What follows belongs to an exercise in optimizing a design on an open flow for small area, a short achievable clock period and few clock cycles per item; a production flow would make more cautious choices. Function was checked by simulation only, so behaviour that the tests miss may differ from the original.

north:
## gcr62_codec
module gcr62_codec (
    input  wire       clk,
    input  wire       rst,
    input  wire       in_valid,
    output reg        in_ready,
    input  wire [7:0] in_data,
    input  wire       in_mode,
    output reg        out_valid,
    input  wire       out_ready,
    output reg  [7:0] out_data,
    output reg        out_last,
    output reg        out_err,
    output reg        out_ckerr
);
    function [7:0] nib_rom;
        input [5:0] v;
        begin
            case (v)
                6'd0:  nib_rom = 8'h96;  6'd1:  nib_rom = 8'h97;
                6'd2:  nib_rom = 8'h9A;  6'd3:  nib_rom = 8'h9B;
                6'd4:  nib_rom = 8'h9D;  6'd5:  nib_rom = 8'h9E;
                6'd6:  nib_rom = 8'h9F;  6'd7:  nib_rom = 8'hA6;
                6'd8:  nib_rom = 8'hA7;  6'd9:  nib_rom = 8'hAB;
                6'd10: nib_rom = 8'hAC;  6'd11: nib_rom = 8'hAD;
                6'd12: nib_rom = 8'hAE;  6'd13: nib_rom = 8'hAF;
                6'd14: nib_rom = 8'hB2;  6'd15: nib_rom = 8'hB3;
                6'd16: nib_rom = 8'hB4;  6'd17: nib_rom = 8'hB5;
                6'd18: nib_rom = 8'hB6;  6'd19: nib_rom = 8'hB7;
                6'd20: nib_rom = 8'hB9;  6'd21: nib_rom = 8'hBA;
                6'd22: nib_rom = 8'hBB;  6'd23: nib_rom = 8'hBC;
                6'd24: nib_rom = 8'hBD;  6'd25: nib_rom = 8'hBE;
                6'd26: nib_rom = 8'hBF;  6'd27: nib_rom = 8'hCB;
                6'd28: nib_rom = 8'hCD;  6'd29: nib_rom = 8'hCE;
                6'd30: nib_rom = 8'hCF;  6'd31: nib_rom = 8'hD3;
                6'd32: nib_rom = 8'hD6;  6'd33: nib_rom = 8'hD7;
                6'd34: nib_rom = 8'hD9;  6'd35: nib_rom = 8'hDA;
                6'd36: nib_rom = 8'hDB;  6'd37: nib_rom = 8'hDC;
                6'd38: nib_rom = 8'hDD;  6'd39: nib_rom = 8'hDE;
                6'd40: nib_rom = 8'hDF;  6'd41: nib_rom = 8'hE5;
                6'd42: nib_rom = 8'hE6;  6'd43: nib_rom = 8'hE7;
                6'd44: nib_rom = 8'hE9;  6'd45: nib_rom = 8'hEA;
                6'd46: nib_rom = 8'hEB;  6'd47: nib_rom = 8'hEC;
                6'd48: nib_rom = 8'hED;  6'd49: nib_rom = 8'hEE;
                6'd50: nib_rom = 8'hEF;  6'd51: nib_rom = 8'hF2;
  ...
For scale: ~6000 cells after synthesis, roughly 2300 flip-flops, about 26 I/O pins, about 91000 µm² of cells after synthesis.
==> flow/config.mk <==
export PLATFORM = sky130hd
export DESIGN_NAME = gcr62_codec
export DESIGN_NICKNAME = gcr62_codec
export VERILOG_FILES = /design/flow/design.v
export SDC_FILE = /design/flow/constraint.sdc
export NUM_CORES = 4
export LEC_CHECK = 0
export CAP_MARGIN = 20
export CORE_MARGIN = 2
export CORE_UTILIZATION = 60
export CTS_CLUSTER_DIAMETER = 100
export CTS_CLUSTER_SIZE = 24
export SLEW_MARGIN = 20
export BUFFER_PORTS_ARGS = -buffer_cell sky130_fd_sc_hd__buf_4
export SETUP_SLACK_MARGIN = 9.1
==> flow/constraint.sdc <==
create_clock -name core_clock -period 13.0 [get_ports {clk}]
set_input_delay 2.6000 -clock core_clock [delete_from_list [all_inputs] [get_ports {clk}]]
set_output_delay 2.6000 -clock core_clock [all_outputs]
set_load 0.01 [all_outputs]
standard.sh (not shown) runs the stock make flow with config.mk's settings and CLKGATE_MAP_FILE= SYNTH_SCRIPT=/design/flow/synth_recipe.tcl, a recipe that flattens the netlist after the stock synthesis.
==> flow/flow/run.sh <==
#!/bin/bash
# Own flow: the standard layout (standard.sh, standard synthesis unchanged), with
#  - ports buffered with sky130_fd_sc_hd__buf_4 instead of the default port buffer;
#  - repair_timing aiming below the design's period (setup margin), so the resizer
#    works on the paths that set the achieved period.
# The SDC (clock period, I/O delays, loads) is the standard flow's, unchanged.
set -euo pipefail
cat >> config.mk <<'EOC'
export BUFFER_PORTS_ARGS = -buffer_cell sky130_fd_sc_hd__buf_4
export SETUP_SLACK_MARGIN = 9.1
EOC
bash standard.sh > standard_flow.log 2>&1
Testbench counts of north, summed over its fixed seeds: cycles 65,849, items 192.
--- input diff north..south ---
--- a/flow/design.v
+++ b/flow/design.v
@@ -164,66 +164,61 @@
     reg        r0;          
     wire       mcur  = k0 ? e0_m : kmode;
     wire [6:0] dn    = denib_m(e0_d);
     wire [5:0] val   = run ^ dn[5:0];
     wire       tlast = mcur ? kl_d : kl_e;
     wire       push  = !mcur || kmid;
     wire       slot_ok = !k0 || !t_val[ip];
-    wire       pfull   = pcnt[8] || (pcnt[7:0] == 8'd255 && p2_push);
+    wire       pfull   = pcnt[8];
     assign p1_go = (iocc != 2'd0) && (mcur ? okD : okE) && slot_ok && (!push || !pfull);
     wire       pushgo = p1_go && push;
     wire       pop_iss;     
     wire       prev_on = t_val[~ip];
     wire       pm      = t_mode[~ip];
     wire [8:0] lim_e   = pm ? k : {2'b0, ki};
     wire [8:0] lim_d   = !pm ? {2'b0, ki} :
                          (ki < 7'd84) ? ({2'b0, ki} + 9'd172) : ({2'b0, ki} + 9'd86);
     wire       sbusy   = k0 && t_val[ip];
     wire       okE_a   = !sbusy && (!prev_on || (rb > lim_e));
     wire       okD_a   = !sbusy && (!prev_on || !klo || (rb > lim_d));
     wire       okE_b   = !prev_on || (!r0 && (rbm1 > lim_e));
     wire       okD_b   = !prev_on || (!r0 && (rbm1 > lim_d));
-    reg        p2_v, p2_push, p2_last, p2_err, p2_ck, p2_slot;
-    reg  [2:0] p2_pl;
-    reg  [6:0] p2_sa;
-    reg  [5:0] p2_sd, p2_pd;
+    wire [2:0] w_pl  = !p1_go ? 3'b000 :
+                       !mcur  ? ((ks == 2'd0) ? 3'b001 : (ks == 2'd1) ? 3'b010 : 3'b100) :
+                       klo    ? ((ki < 7'd84) ? 3'b111 : 3'b011) : 3'b000;
+    wire [5:0] w_pd  = mcur ? val : e0_d[7:2];
+    wire [5:0] w_sd  = mcur ? val : {3{swap2(e0_d[1:0])}};
+    wire       w_err = mcur && (rerr | !dn[6]);
+    wire       w_ck  = mcur && (val != 6'd0);
     reg  [8:0] kc;          
     always @(posedge clk) begin
         if (rst_q) begin
             k <= 9'd0; ki <= 7'd0; ks <= 2'd0; kmode <= 1'b0;
             k0 <= 1'b1; klo <= 1'b1; kmid <= 1'b0; kl_e <= 1'b0; kl_d <= 1'b0;
             run <= 6'd0; rerr <= 1'b0;
             pcnt <= 9'd0; pidx <= 8'd255;
             okE <= 1'b0; okD <= 1'b0;
-            p2_v <= 1'b0; p2_push <= 1'b0; p2_pl <= 3'd0;
         end else begin
-            if (p2_push && !pop_iss) begin
+            if (pushgo && !pop_iss) begin
                 pcnt <= pcnt + 9'd1;
                 pidx <= pidx + 8'd1;
-            end else if (pop_iss && !p2_push) begin
+            end else if (pop_iss && !pushgo) begin
                 pcnt <= pcnt - 9'd1;
                 pidx <= pidx - 8'd1;
             end
             if (p1_go && tlast) begin
                 okE <= (op == ip) && !r0;
                 okD <= (op == ip) && (mcur ? (rb > 9'd172) : !r0);
             end else if (p1_go) begin
                 okE <= okE_b; okD <= okD_b;
             end else begin
                 okE <= okE_a; okD <= okD_a;
             end
-            p2_v    <= p1_go;
-            p2_push <= pushgo;
-            p2_pl   <= 3'd0;
             if (p1_go) begin
                 kmode <= mcur;
-                if (!mcur)
-                    p2_pl <= (ks == 2'd0) ? 3'b001 : (ks == 2'd1) ? 3'b010 : 3'b100;
-                else
-                    p2_pl <= klo ? ((ki < 7'd84) ? 3'b111 : 3'b011) : 3'b000;
                 if (mcur) begin
                     run  <= val;
                     rerr <= rerr | !dn[6];
                 end
                 if (tlast) begin
                     k <= 9'd0; ki <= 7'd0; ks <= 2'd0;
                     k0 <= 1'b1; klo <= 1'b1; kmid <= 1'b0; kl_e <= 1'b0; kl_d <= 1'b0;
@@ -240,36 +235,27 @@
                     end else begin
                         ki <= ki + 7'd1;
                     end
                 end
             end
         end
     end
-    always @(posedge clk) begin
-        p2_last <= tlast;
-        p2_sa   <= ki;
-        p2_slot <= ip;
-        p2_pd   <= mcur ? val : e0_d[7:2];
-        p2_sd   <= mcur ? val : {3{swap2(e0_d[1:0])}};
-        p2_err  <= mcur && (rerr | !dn[6]);
-        p2_ck   <= mcur && (val != 6'd0);
-    end
     integer n;
     always @(posedge clk) begin
-        if (p2_push) begin
-            pq[0] <= p2_pd;
+        if (pushgo) begin
+            pq[0] <= w_pd;
             for (n = 1; n < 256; n = n + 1)
                 pq[n] <= pq[n - 1];
         end
-        if (p2_pl[0])
-            sec0[p2_sa] <= p2_sd[1:0];
-        if (p2_pl[1])
-            sec1[p2_sa] <= p2_sd[3:2];
-        if (p2_pl[2])
-            sec2[p2_sa] <= p2_sd[5:4];
+        if (w_pl[0])
+            sec0[ki] <= w_sd[1:0];
+        if (w_pl[1])
+            sec1[ki] <= w_sd[3:2];
+        if (w_pl[2])
+            sec2[ki] <= w_sd[5:4];
     end
     wire       iss_end;         
     always @(posedge clk) begin
         if (rst_q) begin
             kc <= 9'd0;
             t_val <= 2'b00; t_done <= 2'b00;
             ip <= 1'b0;
@@ -277,20 +263,20 @@
             if (p1_go && k0) begin
                 t_val[ip]  <= 1'b1;
                 t_mode[ip] <= mcur;
                 t_done[ip] <= 1'b0;
             end
             if (p1_go && tlast)
                 ip <= ~ip;
-            if (p2_v) begin
-                if (p2_last) begin
+            if (p1_go) begin
+                if (tlast) begin
                     kc <= 9'd0;
-                    t_done[p2_slot] <= 1'b1;
-                    t_err[p2_slot]  <= p2_err;
-                    t_ck[p2_slot]   <= p2_ck && !p2_err;
+                    t_done[ip] <= 1'b1;
+                    t_err[ip]  <= w_err;
+                    t_ck[ip]   <= w_ck && !w_err;
                 end else begin
                     kc <= kc + 9'd1;
                 end
             end
             if (iss_end)
                 t_val[op] <= 1'b0;
         end
Notes after the runs:
south went all the way through the flow, and no timing, DRC or antenna check failed.
Diff north -> south: critical-path maximum fanout has increased, wire length -2.5%, worst-case hold slack rose 24 ps, utilization about even, area share of and/or/nand/nor cells after synthesis shows an increase of 0.52 points.
Flip-flop and latch count of south falls short of that of north slightly.
Compared with north, south shows non-clock buffer count higher by 12.
Comparing post-CTS setup buffer count for north and south, the bigger number came from south.
In the metrics for north and south, the one carrying the lower standard-cell row count is south.
[compare] base=north new=south: overall die area moved down, maximum achievable frequency climbed 2.0%.
Testbench counts of south, summed over its fixed seeds: cycles 65,772, items 192.

afterwards: timing with drivers on the ports:
The results above use ideal ports. As a check the final layouts listed here were re-extracted and re-timed, cells and wires unchanged. Step 1 assumes that a clkbuf_16 drives the clock port and a buf_2 every other input. Step 2 adds t to the input delays and takes it off the output delays; t is the mean of the earliest and latest rising clock arrival at the registers after step 1. Input paths then give back, and output paths get back, about the clock's delay inside the block. Three values: ideal ports, drivers, drivers and shift; two values: the first two.
run	t, ns	setup WS [ns]	worst setup path at the end	clock arrival spread, ns	slew at the worst register clock pin (ns)
north	0.866	8.863 / 8.863 / 8.863	register to register	0.052 / 0.052	0.11 / 0.11
south	0.848	8.946 / 8.946 / 8.571	input to register	0.050 / 0.050	0.11 / 0.11
After both steps setup and hold are still met in every run listed. The setup slack of south, which loses most, moves by 0.000 ns with the drivers and by -0.375 ns with both steps.
